From an optimization exercise on the open Yosys and OpenROAD flow, aimed at small area; shortcuts taken in it are not production practice. The RTL was checked by simulation tests, not by an equivalence proof against the original design. No activity file was given, so power comes from the tool's default toggle rates.

==> v31: inputs <==
Design fsk_tx, start of the top module:
module fsk_tx (
    input  wire        clk,
    input  wire        rst,
    input  wire        bus_en,
    input  wire        bus_we,
    input  wire [3:0]  bus_addr,
    input  wire [15:0] bus_wdata,
    output reg  [15:0] bus_rdata,
    output wire        s_valid,
    input  wire        s_ready,
    output wire [15:0] s_data,
    output wire        s_bit,
    output wire        s_bitstart,
    output wire        s_last,
    output wire        irq
);
==> flow/config.mk <==
export PLATFORM = sky130hd
export DESIGN_NAME = fsk_tx
export DESIGN_NICKNAME = fsk_tx
export VERILOG_FILES = /design/flow/design.v
export SDC_FILE = /design/flow/constraint.sdc
export NUM_CORES = 4
export LEC_CHECK = 0
export CAP_MARGIN = 20
export CORE_MARGIN = 2
export CORE_UTILIZATION = 70
export SLEW_MARGIN = 60
==> flow/constraint.sdc <==
create_clock -name core_clock -period 10.0 [get_ports {clk}]
set_input_delay 2.0000 -clock core_clock [delete_from_list [all_inputs] [get_ports {clk}]]
set_output_delay 2.0000 -clock core_clock [all_outputs]
set_load 0.01 [all_outputs]
standard.sh (not shown) runs the stock make flow with config.mk's settings and CLKGATE_MAP_FILE= SYNTH_SCRIPT=/design/flow/synth_recipe.tcl, a recipe that flattens the netlist after the stock synthesis.
==> flow/flow/run.sh <==
#!/bin/bash
# The standard layout (standard.sh) with three changes:
#  * ABC maps the logic for area (delay relaxed) instead of for speed: a local
#    copy of ORFS's scripts folder whose abc_speed.script is flow/abc_speed.script.
#    Yosys, dfflibmap and every other synthesis step are unchanged, so the
#    registers keep their names and cell types.
#  * clock tree synthesis: clkbuf_8 buffers, clusters of at most 18 sinks
#    within 60 um, no dummy loads.
#  * every input and output port is still buffered, with buf_2 cells.
# Each tool's output goes to its own log in ORFS's logs folder; make's output
# is in standard_make.log here.
set -euo pipefail
HERE=$(pwd)
rm -rf "$HERE/orfs_scripts"
cp -r "$FLOW_HOME/scripts" "$HERE/orfs_scripts"
cp "$HERE/flow/abc_speed.script" "$HERE/orfs_scripts/abc_speed.script"
export SCRIPTS_DIR="$HERE/orfs_scripts"
export CTS_ARGS="-sink_clustering_enable -repair_clock_nets -sink_clustering_size 18 -sink_clustering_max_diameter 60 -buf_list sky130_fd_sc_hd__clkbuf_8 -dont_use_dummy_load"
export BUFFER_PORTS_ARGS="-inputs -outputs -buffer_cell sky130_fd_sc_hd__buf_2"
bash standard.sh > standard_make.log 2>&1
==> flow/flow/abc_speed.script <==
&get -n
&st
&dch -f
&nf -R 1000 -C 32 -p -F 8
&put
==> v5: changes against v31 <==
--- a/flow/design.v
+++ b/flow/design.v
@@ -44,15 +44,14 @@
     reg        err;
     reg [2:0]  errcode;
     reg        ie_done;
     reg        ie_err;
     reg [15:0] plen;
     reg [15:0] paddr;
     reg [7:0]  pcache;
-    reg [7:0]  curbyte;
     function [15:0] crc_update;
         input [15:0] s;
         input [7:0]  b;
         reg   [15:0] t;
         integer      i;
         begin
             t = s ^ {b, 8'h00};
@@ -110,17 +109,15 @@
     wire ph_data = (phase == PH_DATA);
     wire ph_crch = (phase == PH_CRCH);
     wire ph_crcl = (phase == PH_CRCL);
     wire ph_post = (phase == PH_POST);
     wire in_char = ph_data | ph_crch | ph_crcl;
     wire seq_rd  = ph_pre | ph_data;           
     wire [8:0] byte_nxt = byteidx + 9'd1;
-    wire [7:0] raddr = ph_pre  ? 8'd0 :
-                       ph_data ? byte_nxt[7:0] :
-                                 paddr[7:0];
+    reg  [7:0] raddr;
     wire [15:0] sel_lo = 16'd1 << raddr[3:0];
     wire [15:0] sel_hi = 16'd1 << raddr[7:4];
     wire        wen;                           
     wire [15:0] wsel_hi = sel_hi & {16{wen}};
     wire [7:0]  wbyte = bus_wdata[7:0] & {8{wen}};
     wire [7:0]  rterm [0:256];
     assign rterm[0] = 8'hFF;
@@ -132,14 +129,15 @@
             reg  [7:0] q;
             always @(posedge clk)
                 q <= (q & {8{nwe}}) | (wbyte & {8{sel}});
             assign rterm[gi + 1] = rterm[gi] & (q | {8{~sel}});
         end
     endgenerate
     wire [7:0] rbyte = rterm[256];
+    wire [7:0] curbyte = ph_data ? rbyte : (ph_crch ? crc[15:8] : crc[7:0]);
     reg linebit;
     always @(*) begin
         if (!busy)
             linebit = 1'b0;
         else if (!in_char)
             linebit = 1'b1;                        
         else if (bitidx == 4'd0)
@@ -197,80 +195,75 @@
     reg        n_done;
     reg        n_err;
     reg [2:0]  n_errcode;
     reg        n_ie_done;
     reg        n_ie_err;
     reg [15:0] n_plen;
     reg [15:0] n_paddr;
-    reg [7:0]  n_curbyte;
+    reg        n_nextbyte;    
     always_comb begin
         n_crc      = crc;
         n_phase    = phase;
         n_rep      = rep;
         n_byteidx  = byteidx;
         n_bitidx   = bitidx;
         n_sampidx  = sampidx;
         n_done     = done;
         n_err      = err;
         n_errcode  = errcode;
         n_ie_done  = ie_done;
         n_ie_err   = ie_err;
         n_plen     = plen;
         n_paddr    = paddr;
-        n_curbyte  = curbyte;
+        n_nextbyte = ph_data && (bitidx == 4'd9);
         if (rst) begin
             n_crc      = 16'h0000;
             n_phase    = PH_IDLE;
             n_rep      = 2'd0;
             n_byteidx  = 9'd0;
             n_bitidx   = 4'd0;
             n_sampidx  = 5'd0;
             n_done     = 1'b0;
             n_err      = 1'b0;
             n_errcode  = 3'd0;
             n_ie_done  = 1'b0;
             n_ie_err   = 1'b0;
             n_plen     = 16'h0000;
             n_paddr    = 16'h0000;
-            n_curbyte  = 8'h00;
+            n_nextbyte = 1'b0;
         end else begin
             if (xfer) begin
                 if (!last_samp) begin
                     n_sampidx = sampidx + 5'd1;
                 end else if (!last_bit) begin
                     n_sampidx = 5'd0;
                     n_bitidx  = bitidx + 4'd1;
+                    n_nextbyte = ph_data && (bitidx == 4'd8);
                 end else begin
                     n_sampidx = 5'd0;
                     n_bitidx  = 4'd0;
+                    n_nextbyte = 1'b0;
                     case (phase)
                         PH_PRE: begin
                             if (plen_nz) begin
-                                n_phase   = PH_DATA;
-                                n_curbyte = rbyte;
-                                n_crc     = crc_update(crc, rbyte);
+                                n_phase = PH_DATA;
+                                n_crc   = crc_update(crc, rbyte);
                             end else begin
-                                n_phase   = PH_CRCH;
-                                n_curbyte = crc[15:8];
+                                n_phase = PH_CRCH;
                             end
                         end
                         PH_DATA: begin
                             n_byteidx = byte_nxt;
                             if (more_data) begin
-                                n_curbyte = rbyte;
-                                n_crc     = crc_update(crc, rbyte);
-                            end else begin
-                                n_phase   = PH_CRCH;
-                                n_curbyte = crc[15:8];
-                            end
-                        end
-                        PH_CRCH: begin
-                            n_phase   = PH_CRCL;
-                            n_curbyte = crc[7:0];
+                                n_crc      = crc_update(crc, rbyte);
+                                n_nextbyte = 1'b1;    
+                            end else
+                                n_phase = PH_CRCH;
                         end
+                        PH_CRCH: n_phase = PH_CRCL;
                         PH_CRCL: n_phase = PH_POST;
                         PH_POST: begin
                             if (rep != 2'd2) begin
                                 n_rep     = rep + 2'd1;
                                 n_phase   = PH_PRE;
                                 n_byteidx = 9'd0;
                                 n_crc     = 16'h0000;
@@ -346,10 +339,12 @@
         done    <= n_done;
         err     <= n_err;
         errcode <= n_errcode;
         ie_done <= n_ie_done;
         ie_err  <= n_ie_err;
         plen    <= n_plen;
         paddr   <= n_paddr;
-        curbyte <= n_curbyte;
+        raddr   <= (n_phase == PH_PRE)  ? 8'd0 :
+                   (n_phase == PH_DATA) ? (n_nextbyte ? byte_nxt[7:0] : byteidx[7:0]) :
+                                          n_paddr[7:0];
     end
 endmodule
==> flow/config.mk (replaced) <==
export PLATFORM = sky130hd
export DESIGN_NAME = fsk_tx
export DESIGN_NICKNAME = fsk_tx
export VERILOG_FILES = /design/flow/design.v
export SDC_FILE = /design/flow/constraint.sdc
export NUM_CORES = 4
export LEC_CHECK = 0
export CAP_MARGIN = 20
export CORE_MARGIN = 2
export CORE_UTILIZATION = 70
export SLEW_MARGIN = 20
==> v36: changes against v31 <==
--- a/flow/design.v
+++ b/flow/design.v
@@ -110,17 +110,15 @@
     wire ph_data = (phase == PH_DATA);
     wire ph_crch = (phase == PH_CRCH);
     wire ph_crcl = (phase == PH_CRCL);
     wire ph_post = (phase == PH_POST);
     wire in_char = ph_data | ph_crch | ph_crcl;
     wire seq_rd  = ph_pre | ph_data;           
     wire [8:0] byte_nxt = byteidx + 9'd1;
-    wire [7:0] raddr = ph_pre  ? 8'd0 :
-                       ph_data ? byte_nxt[7:0] :
-                                 paddr[7:0];
+    reg  [7:0] raddr;
     wire [15:0] sel_lo = 16'd1 << raddr[3:0];
     wire [15:0] sel_hi = 16'd1 << raddr[7:4];
     wire        wen;                           
     wire [15:0] wsel_hi = sel_hi & {16{wen}};
     wire [7:0]  wbyte = bus_wdata[7:0] & {8{wen}};
     wire [7:0]  rterm [0:256];
     assign rterm[0] = 8'hFF;
@@ -347,9 +345,12 @@
         err     <= n_err;
         errcode <= n_errcode;
         ie_done <= n_ie_done;
         ie_err  <= n_ie_err;
         plen    <= n_plen;
         paddr   <= n_paddr;
         curbyte <= n_curbyte;
+        raddr   <= (n_phase == PH_PRE)  ? 8'd0 :
+                   (n_phase == PH_DATA) ? (n_byteidx[7:0] + 8'd1) :
+                                          n_paddr[7:0];
     end
 endmodule
==> flow/config.mk (replaced) <==
export PLATFORM = sky130hd
export DESIGN_NAME = fsk_tx
export DESIGN_NICKNAME = fsk_tx
export VERILOG_FILES = /design/flow/design.v
export SDC_FILE = /design/flow/constraint.sdc
export NUM_CORES = 4
export LEC_CHECK = 0
export CAP_MARGIN = 10
export CORE_MARGIN = 2
export CORE_UTILIZATION = 70
export SLEW_MARGIN = 10
==> results.txt <==
v36 completed, yet does not pass: max-slew violations. v31 completed with no timing, DRC or antenna violations. v5 finished but failed the layout checks on negative setup slack. The highest fmax belongs to v36, the lowest to v5. Between v36 and v5, the lower power is in v36 (gap about 0.6%, measured against v5). The highest design area belongs to v31, the lowest to v36. Worst setup slack: v36 > v31 > v5. Hold slack: v36 is worse than v5 (6.7 ps). Die area: v31 < v5 < v36. Of v5 and v36, v36 has the higher sequential cell count (gap 8).

## re-timing with driven ports
No port has a modelled driver above. Below, the same layouts with a new extraction and two added sets of constraints. Step 1: set_driving_cell puts a clkbuf_16 on clk and a buf_2 on each other input, an assumption about the parent block. Step 2, shift: input delay + t, output delay - t, t = (earliest + latest rising clock arrival at the registers) / 2. This alone moves slack from input paths to output paths. Three values: no drivers, after step 1, after step 2; two values: the first two.
| run | t (ns) | setup WS [ns] | worst setup path at the end |
|---|---|---|---|
| v31 | 0.963 | 0.713 / 0.637 / 1.600 | register to output |
| v5 | 0.998 | -0.094 / -0.182 / 0.815 | register to output |
| v36 | 0.945 | 1.075 / 0.992 / 1.937 | register to output |
